This is an optimization exercise on Yosys and OpenROAD, whose aim is small area, a short achievable clock period and few clock cycles, not a production implementation.
The RTL was checked by simulation tests, not by an equivalence proof against the original design.

==> job 5354 <==
## zmc_profile
module zmc_profile #(
    parameter PPR = 2000    
) (
    input             clk,
    input             rst,
    input             in_valid,
    output            in_ready,
    input             in_op,
    input      [31:0] in_now,
    input      [15:0] in_start,
    input      [15:0] in_target,
    input      [15:0] in_time,
    input      [15:0] in_tad,
    output reg        out_valid,
    output     [15:0] pos_sp,
    output reg [1:0]  status
);
    localparam S_MOVING   = 2'd0;
    localparam S_COMPLETE = 2'd1;
    localparam S_REJECTED = 2'd2;
    localparam S_NOPROF   = 2'd3;
    localparam [10:0] DREG = 11'b001_0010_0100;
    function integer popc;
        input [10:0] m;
        integer k;
        begin
            popc = 0;
            for (k = 0; k < 11; k = k + 1) popc = popc + m[k];
        end
    endfunction
    localparam integer NDR = popc(DREG);
    localparam integer F = 3 + NDR;      
    reg         rdy_q;
    assign in_ready = rdy_q;
    wire        acc = in_valid && rdy_q;
    reg         active;
    reg  [31:0] t0;
    reg  [15:0] pT, pA;
    reg  [10:0] pStartN, pEN;         
    reg  [10:0] pStart, pE, pD;
    reg  [30:0] pDen;
    reg         v0, op0;
    reg  [31:0] now0;                 
    reg  [F:1]  vv, drv;              
    reg  [1:0]  stt [1:F];            
    reg  [F:1]  dcc, zq;              
    wire        rej   = ({1'b0, pT} <= {pA, 1'b0});
    wire [15:0] kk    = (pA == 16'd0) ? 16'd1 : pA;
    wire [31:0] t     = now0 - t0;
  ...
export LEC_CHECK = 0
export CAP_MARGIN = 20
export CORE_MARGIN = 2
export CORE_UTILIZATION = 40
export PLACE_DENSITY = 0.6
export SLEW_MARGIN = 20
create_clock -name core_clock -period 22.0 [get_ports {clk}]
run.sh (not shown) runs the stock make flow with config.mk's settings and CLKGATE_MAP_FILE= SYNTH_SCRIPT=/design/flow/synth_recipe.tcl, a recipe that flattens the netlist after the stock synthesis.
==> job 7619: changes against job 5354 <==
==> flow/design.v (replaced) <==
module zmc_pdiv #(
    parameter J = 0               
) (
    input  [J+31:0] rem_in,
    input  [30:0]   den,
    output [J+30:0] rem_out,      
    output          qbit
);
    wire [31:0] top  = rem_in[J+31:J];
    wire [32:0] diff = {1'b0, top} - {2'b00, den};
    assign qbit = !diff[32];
    wire [30:0] ntop = qbit ? diff[30:0] : top[30:0];
    generate
        if (J > 0) begin : g_lo
            assign rem_out = {ntop, rem_in[J-1:0]};
        end else begin : g_nolo
            assign rem_out = ntop;
        end
    endgenerate
endmodule
module zmc_profile #(
    parameter PPR = 2000    
) (
    input             clk,
    input             rst,
    input             in_valid,
    output            in_ready,
    input             in_op,
    input      [31:0] in_now,
    input      [15:0] in_start,
    input      [15:0] in_target,
    input      [15:0] in_time,
    input      [15:0] in_tad,
    output reg        out_valid,
    output     [15:0] pos_sp,
    output reg [1:0]  status
);
    localparam S_MOVING   = 2'd0;
    localparam S_COMPLETE = 2'd1;
    localparam S_REJECTED = 2'd2;
    localparam S_NOPROF   = 2'd3;
    localparam [10:0] DREG = 11'b010_1010_1010;
    function integer popc;
        input [10:0] m;
        integer k;
        begin
            popc = 0;
            for (k = 0; k < 11; k = k + 1) popc = popc + m[k];
        end
    endfunction
    localparam integer F = 3 + popc(DREG);
    reg         rdy_q;
    assign in_ready = rdy_q;
    wire        acc = in_valid && rdy_q;
    reg         v0, op0;
    reg  [31:0] now0;
    reg  [15:0] tgt0, tim0, tad0;
    reg  [10:0] st0;
    reg         active, cb;
    reg  [31:0] t0;
    reg  [15:0] pT, pTmA;
    reg  [14:0] pA;
    reg  [10:0] pStartN, pEN;         
    reg  [10:0] pStart, pE, pD;
    reg  [30:0] den0, den1;
    reg  [F:1]  vv, drv, bk, dcc, zq;
    reg  [1:0]  stt [1:F];
    wire [16:0] tdiff = {1'b0, tim0} - {1'b0, tad0};           
    wire        rej   = ({1'b0, tim0} <= {tad0, 1'b0});
    wire [14:0] kd    = (tad0[14:0] == 15'd0) ? 15'd1 : tad0[14:0];
    wire [14:0] ks    = (pA == 15'd0) ? 15'd1 : pA;
    wire [31:0] t     = now0 - t0;
    wire [15:0] t16   = t[15:0];
    wire        fin   = (t[31:16] != 16'd0) || (t16 >= pT);
    wire [15:0] u     = pT - t16;
    wire        ph_a  = (t16 < {1'b0, pA});
    wire        ph_d  = (t16 > pTmA);
    wire [16:0] tw    = {t16, 1'b0} - {2'b00, pA};
    wire        dflight = |(vv[F-1:1] & drv[F-1:1]);
    wire        dnr0    = v0 && op0 && !rej;
    wire        hold0   = dnr0 && dflight;
    wire        adv0    = v0 && !hold0;
    reg  [14:0] a1;
    reg  [16:0] b1;
    reg  [1:0]  st_s1;
    reg         dec_s1, zq_s1, bk_s1;
    always @* begin
        a1     = ks;
        b1     = tw;
        bk_s1  = cb;
        st_s1  = S_MOVING;
        dec_s1 = 1'b0;
        zq_s1  = 1'b0;
        if (op0) begin
            a1    = kd;
            b1    = {tdiff[15:0], 1'b0};
            bk_s1 = !cb;
            zq_s1 = 1'b1;
            if (rej) st_s1 = S_REJECTED;
        end else if (!active) begin
            st_s1 = S_NOPROF;
        end else if (fin) begin
            st_s1  = S_COMPLETE;
            dec_s1 = 1'b1;
            zq_s1  = 1'b1;
        end else if (ph_a) begin
            a1 = t16[14:0];
            b1 = {2'b00, t16[14:0]};
        end else if (ph_d) begin
            a1 = u[14:0];
            b1 = {2'b00, u[14:0]};
            dec_s1 = 1'b1;
        end
    end
    wire [11:0] e_s = {1'b0, tgt0[10:0]} + {2'b00, tgt0[15:11], 5'd0}
                    + {3'b000, tgt0[15:11], 4'd0};
    wire [10:0] e_m = (e_s >= 12'd2000) ? e_s - 12'd2000 : e_s[10:0];
    reg  [14:0] a_q;
    reg  [16:0] b_q;
    wire [31:0] prod = a_q * b_q;
    wire [11:0] dsub = {1'b0, pEN} - {1'b0, pStartN};
    wire [10:0] d_n  = dsub[11] ? dsub[10:0] + 11'd2000 : dsub[10:0];
    reg  [30:0] p_q;
    wire [10:0] deff = drv[2] ? 11'd0 : pD;
    wire [41:0] nn   = deff * p_q;
    wire [41:0] rs [0:11];
    wire [10:0] qs [0:11];
    wire [11:0] fv, fdrv, fdec, fzq, fbk;     
    wire [1:0]  fst [0:11];
    reg  [41:0] n_q;
    assign rs[0]   = n_q;
    assign qs[0]   = 11'd0;
    assign fv[0]   = vv[3];
    assign fdrv[0] = drv[3];
    assign fdec[0] = dcc[3];
    assign fzq[0]  = zq[3];
    assign fbk[0]  = bk[3];
    assign fst[0]  = stt[3];
    genvar s;
    generate
        for (s = 0; s < 11; s = s + 1) begin : g_div
            localparam J = 10 - s;
            wire [J+30:0] ro;
            wire          qb;
            wire [30:0]   dn = fbk[s] ? den1 : den0;
            zmc_pdiv #(.J(J)) u_step (
                .rem_in(rs[s][J+31:0]), .den(dn), .rem_out(ro), .qbit(qb)
            );
            wire [41:0] rnext = {{(11-J){1'b0}}, ro};
            wire [10:0] qnext = qs[s] | ({10'd0, qb} << J);
            if (DREG[s]) begin : g_r
                reg [41:0] r_q;
                reg [10:0] q_q;
                always @(posedge clk) begin
                    r_q <= rnext;
                    q_q <= qnext;
                end
                assign rs[s+1] = r_q;
                assign qs[s+1] = q_q;
            end else begin : g_w
                assign rs[s+1] = rnext;
                assign qs[s+1] = qnext;
            end
        end
    endgenerate
    function integer regidx;
        input integer sx;
        integer k;
        begin
            regidx = 3;
            for (k = 0; k <= sx; k = k + 1)
                if (DREG[k]) regidx = regidx + 1;
        end
    endfunction
    generate
        for (s = 0; s < 11; s = s + 1) begin : g_fl
            localparam integer RI = regidx(s);
            assign fv[s+1]   = vv[RI];
            assign fdrv[s+1] = drv[RI];
            assign fdec[s+1] = dcc[RI];
            assign fzq[s+1]  = zq[RI];
            assign fbk[s+1]  = bk[RI];
            assign fst[s+1]  = stt[RI];
        end
    endgenerate
    wire [30:0] rfin = rs[11][30:0];
    wire [10:0] qe   = fzq[11] ? 11'd0 : qs[11];
    wire        nze  = !fzq[11] && (rfin != 31'd0);
    wire [10:0] base = fdec[11] ? pE : (fdrv[11] ? pStartN : pStart);
    wire [12:0] sdn  = {2'b00, base} - {2'b00, qe} - {12'd0, nze};
    wire [12:0] sup  = {2'b00, base} + {2'b00, qe};
    wire [12:0] sdm  = sdn[12] ? sdn + 13'd2000 : sdn;
    wire [12:0] sum  = (sup >= 13'd2000) ? sup - 13'd2000 : sup;
    wire [10:0] posn = fdec[11] ? sdm[10:0] : sum[10:0];
    reg  [10:0] pos_q;
    assign pos_sp = {5'd0, pos_q};
    wire dfl_next = (adv0 && dnr0) || |(vv[F-2:1] & drv[F-2:1]);
    integer k;
    always @(posedge clk) begin
        if (rdy_q) begin
            op0  <= in_op;
            now0 <= in_now;
            tgt0 <= in_target;
            st0  <= in_start[10:0];
            tim0 <= in_time;
            tad0 <= in_tad;
        end
        if (adv0 && op0) begin
            t0   <= now0;
            pT   <= tim0;
            pA   <= tad0[14:0];
            pTmA <= tdiff[15:0];
            if (!rej) begin
                pStartN <= st0;
                pEN     <= e_m;
            end
        end
        a_q <= a1;
        b_q <= b1;
        p_q <= prod[30:0];
        n_q <= nn;
        if (vv[1] && drv[1]) begin
            if (bk[1]) den1 <= prod[30:0];
            else       den0 <= prod[30:0];
            pD <= d_n;
        end
        if (fv[11] && fdrv[11]) begin
            pStart <= pStartN;
            pE     <= pEN;
        end
        pos_q  <= posn;
        status <= fst[11];
        for (k = F; k >= 2; k = k - 1) begin
            stt[k] <= stt[k-1];
            dcc[k] <= dcc[k-1];
            zq[k]  <= zq[k-1];
            drv[k] <= drv[k-1];
            bk[k]  <= bk[k-1];
        end
        stt[1] <= st_s1;
        dcc[1] <= dec_s1;
        zq[1]  <= zq_s1;
        drv[1] <= dnr0;
        bk[1]  <= bk_s1;
        if (adv0 && dnr0) cb <= !cb;
        if (rst) begin
            rdy_q     <= 1'b1;
            v0        <= 1'b0;
            vv        <= {F{1'b0}};
            out_valid <= 1'b0;
            active    <= 1'b0;
        end else begin
            v0 <= acc || hold0;
            vv <= {vv[F-1:1], adv0};
            out_valid <= fv[11];
            if (adv0) begin
                if (op0) active <= !rej;
                else if (active && fin) active <= 1'b0;
            end
            rdy_q <= !(((acc && in_op) || hold0) && dfl_next);
        end
    end
endmodule
==> run summary <==
                                                                             job 5354              job 7619
Status                                               no timing/DRC/antenna violations  no timing/DRC/antenna violations
Final-stage net count                                                           7,883                 8,264
Crit-path max FO                                                                   49                    44
First-pass GRT wire length                                                 240,100 um            272,900 um
Max reg flops                                                                     108                   180
Relative area of non-clock buffer cells in the final design                   0.02348               0.02056
DRT iter0 DRCs                                                                  2,559                 2,755
Share of the core filled with cells                                            0.4384                0.4367
Wire length on met1                                                         67,450 um             75,790 um
Clock net sink count                                                              467                   677
Xor and xnor area share after synthesis                                       0.06563               0.05936
Number of standard cells in the layout, taps in and fillers out                 8,587                 9,229
Layout cells sized above 1                                                    0.06777               0.06241
Clock skew after layout                                                    0.09773 ns            0.01756 ns
Clock Latency Late Sink                                                       0.71 ns               0.69 ns
Setup slack at placement                                                     10.16 ns              12.53 ns
Starting density of the core                                                   0.4026                0.4011
Sequential cells                                                                  467                   677
Reg2reg end                                                      g_div[8].g_r.r_q[11]  g_div[5].g_r.r_q[20]
All-Layer GR Usage                                                             0.1941                0.2027
Sequential-to-total area share from yosys stat                                 0.1910                0.2528
Testbench counts of job 5354, summed over its fixed seeds: cycles 12,555.
Testbench counts of job 7619, summed over its fixed seeds: cycles 12,124.

-- what the ideal ports hide --
No port has a modelled driver above. Below, the same layouts with a new extraction and two added sets of constraints.
Step 1 (the two cells are an assumption about what drives the block):
set clk [get_ports {clk}]
set_driving_cell -lib_cell sky130_fd_sc_hd__clkbuf_16 $clk
set_driving_cell -lib_cell sky130_fd_sc_hd__buf_2 [delete_from_list [all_inputs] $clk]
Step 2 times the ports against the registers' clock, not the clock port: input delays grow and output delays shrink by t, the midpoint of the rising clock arrivals with the driver on.
a / b / c = ideal / step 1 / step 2; a / b = the first two.
| run | shift t [ns] | slack for setup (ns) | hold slack, ns | worst setup path at the end | worst data-port slew with drivers (ns) |
|---|---|---|---|---|---|
| job 5354 | 0.738 | 10.080 / 10.080 / 10.080 | 0.287 / 0.287 / 0.287 | register to register | 0.08 |
| job 7619 | 0.762 | 12.791 / 12.791 / 12.791 | 0.322 / 0.322 / 0.322 | register to register | 0.07 |
After both steps every run listed still meets setup and hold.
